What follows belongs to an exercise in optimizing a design on an open flow for small area; a production flow would make more cautious choices.
Only simulation tests tie the RTL to the original design; equivalence was not proved.
The clock port is modelled as an ideal driver; clocking choices that lean on that would not hold on a real chip.
Power and IR drop assume default switching activity.

juniper:
==> module copycat_core, before the edit <==
module copycat_core (
    input  wire       clk,
    input  wire       rst,         
    input  wire [2:0] in_raw,      
    output reg        out_sig,
    output reg        out_stat,
    output wire [7:0] nvm_addr,
    output wire [7:0] nvm_wdata,
    input  wire [7:0] nvm_rdata,
    output wire       nvm_rd,
    output wire       nvm_wr,
    input  wire       nvm_ready,
    output wire       wdt_kick
);
    localparam [4:0] CTL_TICK       = 5'h0;
    localparam [4:0] CTL_TRIG       = 5'h1;
    localparam [4:0] REC_ARM        = 5'hd;
    localparam [4:0] REC_WAIT_REL   = 5'h3;
    localparam [4:0] REC_WAIT_PRESS = 5'h4;
    localparam [4:0] REC_SYNC       = 5'ha;
    localparam [4:0] REC_CHECK      = 5'h8;
    localparam [4:0] REC_WRITE      = 5'h6;
    localparam [4:0] REC_FINAL      = 5'hb;
    localparam [4:0] REC_DONE       = 5'h9;
    localparam [4:0] PB_CLEAR       = 5'hc;
    localparam [4:0] PB_LEN         = 5'h7;
    localparam [4:0] PB_SYNC        = 5'h2;
    localparam [4:0] PB_LOAD        = 5'hf;
    localparam [4:0] PB_DONE        = 5'he;
    localparam [4:0] REC_BIT0       = 5'h10;
    localparam [4:0] PB_BIT0        = 5'h18;
    reg [3:0] tick_cnt;
    reg [2:0] prev_raw;
    reg [2:0] deb;
    reg       tick_flag;
    reg [4:0] s;
    reg [9:0] hold;
    reg [3:0] led;
    reg [7:0] shreg;
    reg [7:0] len;
    reg [7:0] idx;
    wire d_prog = deb[0];
    wire d_act  = deb[1];
    wire d_trig = deb[2];
    wire bitst   = s[4];
    wire pb_bit  = s[4] & s[3];
    wire last_bit = s[2:0] == 3'd7;
    assign nvm_rd   = (s == PB_LEN) || (s == PB_LOAD);
    assign nvm_wr   = (s == REC_WRITE) || (s == REC_FINAL);
    assign wdt_kick = (s == CTL_TICK) || (s == REC_WAIT_REL) ||
                      (s == REC_WAIT_PRESS) || bitst;
    assign nvm_addr  = idx;
    assign nvm_wdata = shreg;
    wire rec_more = d_prog && !(&idx);
    wire idx_keep = bitst || ((s == REC_CHECK) && rec_more) || (s == REC_WRITE) ||
                    (s == PB_SYNC) || (s == PB_LOAD);
    wire idx_clr  = !idx_keep;
    wire idx_inc  = (s == PB_SYNC) || ((s == REC_CHECK) && rec_more) ||
                    (pb_bit && tick_flag && last_bit && (idx != len));
    wire hold_last = (hold == 10'b1010110010);
    wire tick = &tick_cnt;
    wire restart_tick = (s == REC_SYNC) || (s == PB_SYNC);
    always @(posedge clk) begin
        if (rst) begin
            tick_cnt <= 4'd0;
            prev_raw <= 3'b111;
            deb      <= 3'b000;
        end else begin
            tick_cnt <= restart_tick ? 4'd0 : tick_cnt + 4'd1;
            if (tick) begin
                deb      <= ~(in_raw | prev_raw);
                prev_raw <= in_raw;
            end
        end
    end
    wire consume = tick_flag && ((s == CTL_TICK) || bitst);
    always @(posedge clk)
        tick_flag <= !rst && (tick || (tick_flag && !consume));
    always @(posedge clk) begin
        if (rst) begin
            s        <= CTL_TICK;
        end else begin
            if (bitst) begin
                if (tick_flag) begin
                    s <= s + 5'd1;
                    if (last_bit) begin
                        if (!pb_bit)
                            s <= REC_WRITE;
                        else if (idx == len)
                            s <= PB_DONE;
                        else
                            s   <= PB_LOAD;
                    end
                end
            end else
            case (s)
                CTL_TICK: begin
                    s <= CTL_TRIG;
                    if (tick_flag && d_prog && hold_last)
                        s <= REC_ARM;
                end
                CTL_TRIG: s <= (d_act || d_trig) ? PB_CLEAR : CTL_TICK;
                REC_ARM: begin
                    s        <= REC_WAIT_REL;
                end
                REC_WAIT_REL:   if (!d_prog) s <= REC_WAIT_PRESS;
                REC_WAIT_PRESS: if (d_prog)  s <= REC_SYNC;
                REC_SYNC: s <= REC_CHECK;
                REC_CHECK: begin
                    if (rec_more)
                        s     <= REC_BIT0;
                    else begin
                        s     <= REC_FINAL;
                    end
                end
                REC_WRITE: if (nvm_ready) s <= REC_CHECK;
                REC_FINAL: if (nvm_ready) s <= REC_DONE;
                REC_DONE: begin
                    s        <= CTL_TRIG;
                end
                PB_CLEAR: begin
                    s        <= PB_LEN;
                end
                PB_LEN: begin
                    len <= nvm_rdata;
                    if (nvm_ready)
                        s <= (nvm_rdata == 8'd0) ? CTL_TICK : PB_SYNC;
                end
                PB_SYNC: s <= PB_LOAD;
                PB_LOAD: begin
                    if (nvm_ready)
                        s <= PB_BIT0;
                end
                PB_DONE: begin
                    s        <= CTL_TICK;
                end
                default: s <= CTL_TICK;
            endcase
        end
    end
    always @(posedge clk)
        idx <= (idx + {7'd0, idx_inc}) & {8{~idx_clr}};
    wire hold_en = (s == CTL_TICK) && tick_flag;
    always @(posedge clk)
        hold <= ({10{hold_en && d_prog && !hold_last}} & {hold[8:0], ~(hold[9] ^ hold[6])}) |
                ({10{!hold_en}} & hold);
    wire sh_shift = bitst && tick_flag;
    wire sh_rd    = (s == PB_LOAD);
    wire sh_cnt   = (s == REC_CHECK) && !rec_more;
    always @(posedge clk)
        shreg <= ({8{sh_shift}} & {shreg[6:0], d_act}) |
                 ({8{sh_rd}} & nvm_rdata) | ({8{sh_cnt}} & idx) |
                 ({8{!(sh_shift || sh_rd || sh_cnt)}} & shreg);
    wire led_en = (s == CTL_TICK) && tick_flag;
    wire [3:0] led_next = {led[2:0], ~((~led[3] & led[1] & ~led[0]) | (led[3] & ~led[1] & ~led[0]) | (led[3] & led[1] & led[0]))};
    always @(posedge clk)
        led <= {4{!rst}} & (({4{led_en}} & led_next) | ({4{!led_en}} & led));
    wire o_bit = bitst && tick_flag;
    wire o_val = pb_bit ? shreg[7] : d_act;
    wire o_arm = (s == REC_ARM);
    wire o_clr = (s == REC_DONE) || (s == PB_CLEAR) || (s == PB_DONE);
    wire o_tog = (s == CTL_TICK) && tick_flag && led[3] && !led[2] && !led[1];
    wire o_keep = !o_bit && !o_arm && !o_clr;
    always @(posedge clk) begin
        out_sig  <= !rst && ((o_bit && o_val) || (o_keep && out_sig));
        out_stat <= !rst && ((o_bit && o_val) || o_arm || (o_keep && (out_stat ^ o_tog)));
    end
endmodule
clock: 10.0 ns
lec_check: 0
cap_margin: 0
core_margin: 2
core_utilization: 70
place_density: 0.85
slew_margin: 0
standard.sh (not shown) runs the stock make flow with config.mk's settings and CLKGATE_MAP_FILE= SYNTH_SCRIPT=/design/flow/synth_recipe.tcl, a recipe that flattens the netlist after the stock synthesis.
==> flow/flow/run.sh <==
#!/bin/bash
# Own layout flow:
#  1. the standard synthesis, then its combinational logic restructured
#     (ABC &deepsyn, best of 8 seeds) and re-mapped for area by ABC
#     (registers untouched, names kept);
#  2. the standard floorplan and placement, with the smallest buffer cell
#     on the ports;
#  3. a clock tree of CTS_K buffers driven by the clock port (flow/cts.tcl);
#  4. the standard flow from there (routing, finishing).
set -euo pipefail
R=orfs/results/${FLOW_PLATFORM}/copycat_core/base
LIB=${FLOW_HOME}/platforms/${FLOW_PLATFORM}/lib/sky130_fd_sc_hd__tt_025C_1v80.lib
YOSYS=${FLOW_HOME}/../tools/install/yosys/bin/yosys
[[ -x $YOSYS ]] || YOSYS=yosys
OPENROAD=${FLOW_HOME}/../tools/install/OpenROAD/bin/openroad
[[ -x $OPENROAD ]] || OPENROAD=openroad
source flow/cts_params.sh

bash standard.sh synth > 1_standard_synth.log 2>&1
cp $R/1_2_yosys.v standard_netlist.v
# ABC's &deepsyn is run from 8 random seeds, 4 at a time; each result must
# pass a SAT proof against the standard netlist; the smallest is kept.
python3 flow/cutff.py standard_netlist.v cut_standard.v
export LIB YOSYS
printf '%s\n' 1 2 3 4 5 6 7 8 | xargs -P 4 -I{} bash flow/resynth_one.sh {} || true
best=
barea=
for S in 1 2 3 4 5 6 7 8; do
  a=$(grep -i "chip area" 2_resynth_${S}.log 2>/dev/null | tail -1 | awk '{print $NF}')
  ok=no; [[ -f resynth_${S}.ok ]] && ok=yes
  echo "seed $S area $a proven $ok" >> 2_resynth_choice.log
  if [[ $ok == yes && -n "$a" ]]; then
    if [[ -z "$best" ]] || awk -v x="$a" -v y="$barea" 'BEGIN{exit !(x < y)}'; then
      best=$S; barea=$a
    fi
  fi
done
if [[ -z "$best" ]]; then
  echo "no re-mapped netlist was proven; keeping the standard netlist" >> 2_resynth_choice.log
  cp standard_netlist.v resynth_netlist_0.v
  best=0
fi
echo "kept seed $best (area $barea)" >> 2_resynth_choice.log
cp resynth_netlist_${best}.v resynth_netlist.v
cp resynth_netlist.v $R/1_2_yosys.v
touch $R/1_2_yosys.v

export BUFFER_PORTS_ARGS="-buffer_cell sky130_fd_sc_hd__buf_1"
bash standard.sh place > 3_standard_place.log 2>&1

PLATFORM_DIR=${FLOW_HOME}/platforms/${FLOW_PLATFORM} RESULTS_DIR=$R \
CLOCK_PORT=clk CTS_K=$CTS_K CTS_BUF=$CTS_BUF \
  $OPENROAD -no_init -exit flow/cts.tcl > 4_own_cts.log 2>&1
touch $R/4_1_cts.odb

bash standard.sh > 5_standard_finish.log 2>&1
if [[ -f orfs/logs/${FLOW_PLATFORM}/copycat_core/base/4_1_cts.log ]]; then
  echo "standard CTS ran over the own clock tree" >&2
  exit 1
fi
Other scripts of this flow, unchanged in this note and not shown: flow/flow/cts.tcl, flow/flow/cts_params.sh, flow/flow/cutff.py, flow/flow/equiv.ys, flow/flow/resynth.abc, flow/flow/resynth.ys, flow/flow/resynth_one.sh
--- input diff juniper..tundra ---
--- a/flow/design.v
+++ b/flow/design.v
@@ -10,23 +10,23 @@
     output wire       nvm_rd,
     output wire       nvm_wr,
     input  wire       nvm_ready,
     output wire       wdt_kick
 );
     localparam [4:0] CTL_TICK       = 5'h0;
-    localparam [4:0] CTL_TRIG       = 5'h1;
+    localparam [4:0] CTL_TRIG       = 5'ha;
     localparam [4:0] REC_ARM        = 5'hd;
     localparam [4:0] REC_WAIT_REL   = 5'h3;
     localparam [4:0] REC_WAIT_PRESS = 5'h4;
-    localparam [4:0] REC_SYNC       = 5'ha;
+    localparam [4:0] REC_SYNC       = 5'h1;
     localparam [4:0] REC_CHECK      = 5'h8;
     localparam [4:0] REC_WRITE      = 5'h6;
     localparam [4:0] REC_FINAL      = 5'hb;
-    localparam [4:0] REC_DONE       = 5'h9;
+    localparam [4:0] REC_DONE       = 5'h7;
     localparam [4:0] PB_CLEAR       = 5'hc;
-    localparam [4:0] PB_LEN         = 5'h7;
+    localparam [4:0] PB_LEN         = 5'h9;
     localparam [4:0] PB_SYNC        = 5'h2;
     localparam [4:0] PB_LOAD        = 5'hf;
     localparam [4:0] PB_DONE        = 5'he;
     localparam [4:0] REC_BIT0       = 5'h10;
     localparam [4:0] PB_BIT0        = 5'h18;
     reg [3:0] tick_cnt;
@@ -49,15 +49,14 @@
     assign nvm_wr   = (s == REC_WRITE) || (s == REC_FINAL);
     assign wdt_kick = (s == CTL_TICK) || (s == REC_WAIT_REL) ||
                       (s == REC_WAIT_PRESS) || bitst;
     assign nvm_addr  = idx;
     assign nvm_wdata = shreg;
     wire rec_more = d_prog && !(&idx);
-    wire idx_keep = bitst || ((s == REC_CHECK) && rec_more) || (s == REC_WRITE) ||
-                    (s == PB_SYNC) || (s == PB_LOAD);
-    wire idx_clr  = !idx_keep;
+    wire idx_clr  = (s == CTL_TICK) || (s == CTL_TRIG) ||
+                    ((s == REC_CHECK) && !rec_more);
     wire idx_inc  = (s == PB_SYNC) || ((s == REC_CHECK) && rec_more) ||
                     (pb_bit && tick_flag && last_bit && (idx != len));
     wire hold_last = (hold == 10'b1010110010);
     wire tick = &tick_cnt;
     wire restart_tick = (s == REC_SYNC) || (s == PB_SYNC);
     always @(posedge clk) begin
@@ -71,14 +70,20 @@
                 deb      <= ~(in_raw | prev_raw);
                 prev_raw <= in_raw;
             end
         end
     end
     wire consume = tick_flag && ((s == CTL_TICK) || bitst);
-    always @(posedge clk)
-        tick_flag <= !rst && (tick || (tick_flag && !consume));
+    always @(posedge clk) begin
+        if (rst)
+            tick_flag <= 1'b0;
+        else if (tick)
+            tick_flag <= 1'b1;
+        else if (consume)
+            tick_flag <= 1'b0;
+    end
     always @(posedge clk) begin
         if (rst) begin
             s        <= CTL_TICK;
         end else begin
             if (bitst) begin
                 if (tick_flag) begin
@@ -93,14 +98,16 @@
                     end
                 end
             end else
             case (s)
                 CTL_TICK: begin
                     s <= CTL_TRIG;
-                    if (tick_flag && d_prog && hold_last)
-                        s <= REC_ARM;
+                    if (tick_flag) begin
+                        if (d_prog && hold_last)
+                            s <= REC_ARM;
+                    end
                 end
                 CTL_TRIG: s <= (d_act || d_trig) ? PB_CLEAR : CTL_TICK;
                 REC_ARM: begin
                     s        <= REC_WAIT_REL;
                 end
                 REC_WAIT_REL:   if (!d_prog) s <= REC_WAIT_PRESS;
@@ -143,15 +150,15 @@
     wire hold_en = (s == CTL_TICK) && tick_flag;
     always @(posedge clk)
         hold <= ({10{hold_en && d_prog && !hold_last}} & {hold[8:0], ~(hold[9] ^ hold[6])}) |
                 ({10{!hold_en}} & hold);
     wire sh_shift = bitst && tick_flag;
     wire sh_rd    = (s == PB_LOAD);
-    wire sh_cnt   = (s == REC_CHECK) && !rec_more;
+    wire sh_cnt   = (s == REC_CHECK);
     always @(posedge clk)
-        shreg <= ({8{sh_shift}} & {shreg[6:0], d_act}) |
+        shreg <= ({8{sh_shift}} & {shreg[6:0], d_act & ~pb_bit}) |
                  ({8{sh_rd}} & nvm_rdata) | ({8{sh_cnt}} & idx) |
                  ({8{!(sh_shift || sh_rd || sh_cnt)}} & shreg);
     wire led_en = (s == CTL_TICK) && tick_flag;
     wire [3:0] led_next = {led[2:0], ~((~led[3] & led[1] & ~led[0]) | (led[3] & ~led[1] & ~led[0]) | (led[3] & led[1] & led[0]))};
     always @(posedge clk)
         led <= {4{!rst}} & (({4{led_en}} & led_next) | ({4{!led_en}} & led));
==> comparison <==
On tundra: footprint of the multi-input gates is 20 µm² higher than what juniper gave. Power delta (tundra − juniper): favourable. Wire length reported by the detailed router for tundra: 5.2% up relative to juniper. Fmax: tundra above juniper. End-of-flow core utilization: tundra vs juniper — no meaningful difference. tundra gives more worst setup slack than juniper did. Routed length on met3 was higher in the run labelled tundra. Comparing tundra against juniper, there is no change at all in initial antenna violation count. The global-route usage reported for tundra is smaller than that of juniper by 1.0 points. The die height was comparable across juniper and tundra. Register-to-register setup slack on tundra is down relative to juniper.

==> separate check: timing with driven ports <==
No port has a modelled driver above. Below, the same layouts with a new extraction and two added sets of constraints.
Step 1 (the two cells are an assumption about what drives the block):
set clk [get_ports {clk}]
set_driving_cell -lib_cell sky130_fd_sc_hd__clkbuf_16 $clk
set_driving_cell -lib_cell sky130_fd_sc_hd__buf_2 [delete_from_list [all_inputs] $clk]
Step 2, shift: input delay + t, output delay - t, t = (earliest + latest rising clock arrival at the registers) / 2. This alone moves slack from input paths to output paths.
Slacks: no drivers / after step 1 / after step 2; pairs: no drivers / after step 1.
| run | shift t [ns] | setup slack, ns | latest minus earliest clock arrival (ns) | slew at the worst register clock pin (ns) | pins driven straight from the clock port |
|---|---|---|---|---|---|
| juniper | 0.209 | 6.289 / 6.241 / 6.450 | 0.008 / 0.008 | 0.11 / 0.11 | 3 |
| tundra | 0.206 | 6.341 / 6.295 / 6.501 | 0.008 / 0.008 | 0.11 / 0.11 | 3 |
After both steps every run listed still meets setup and hold.
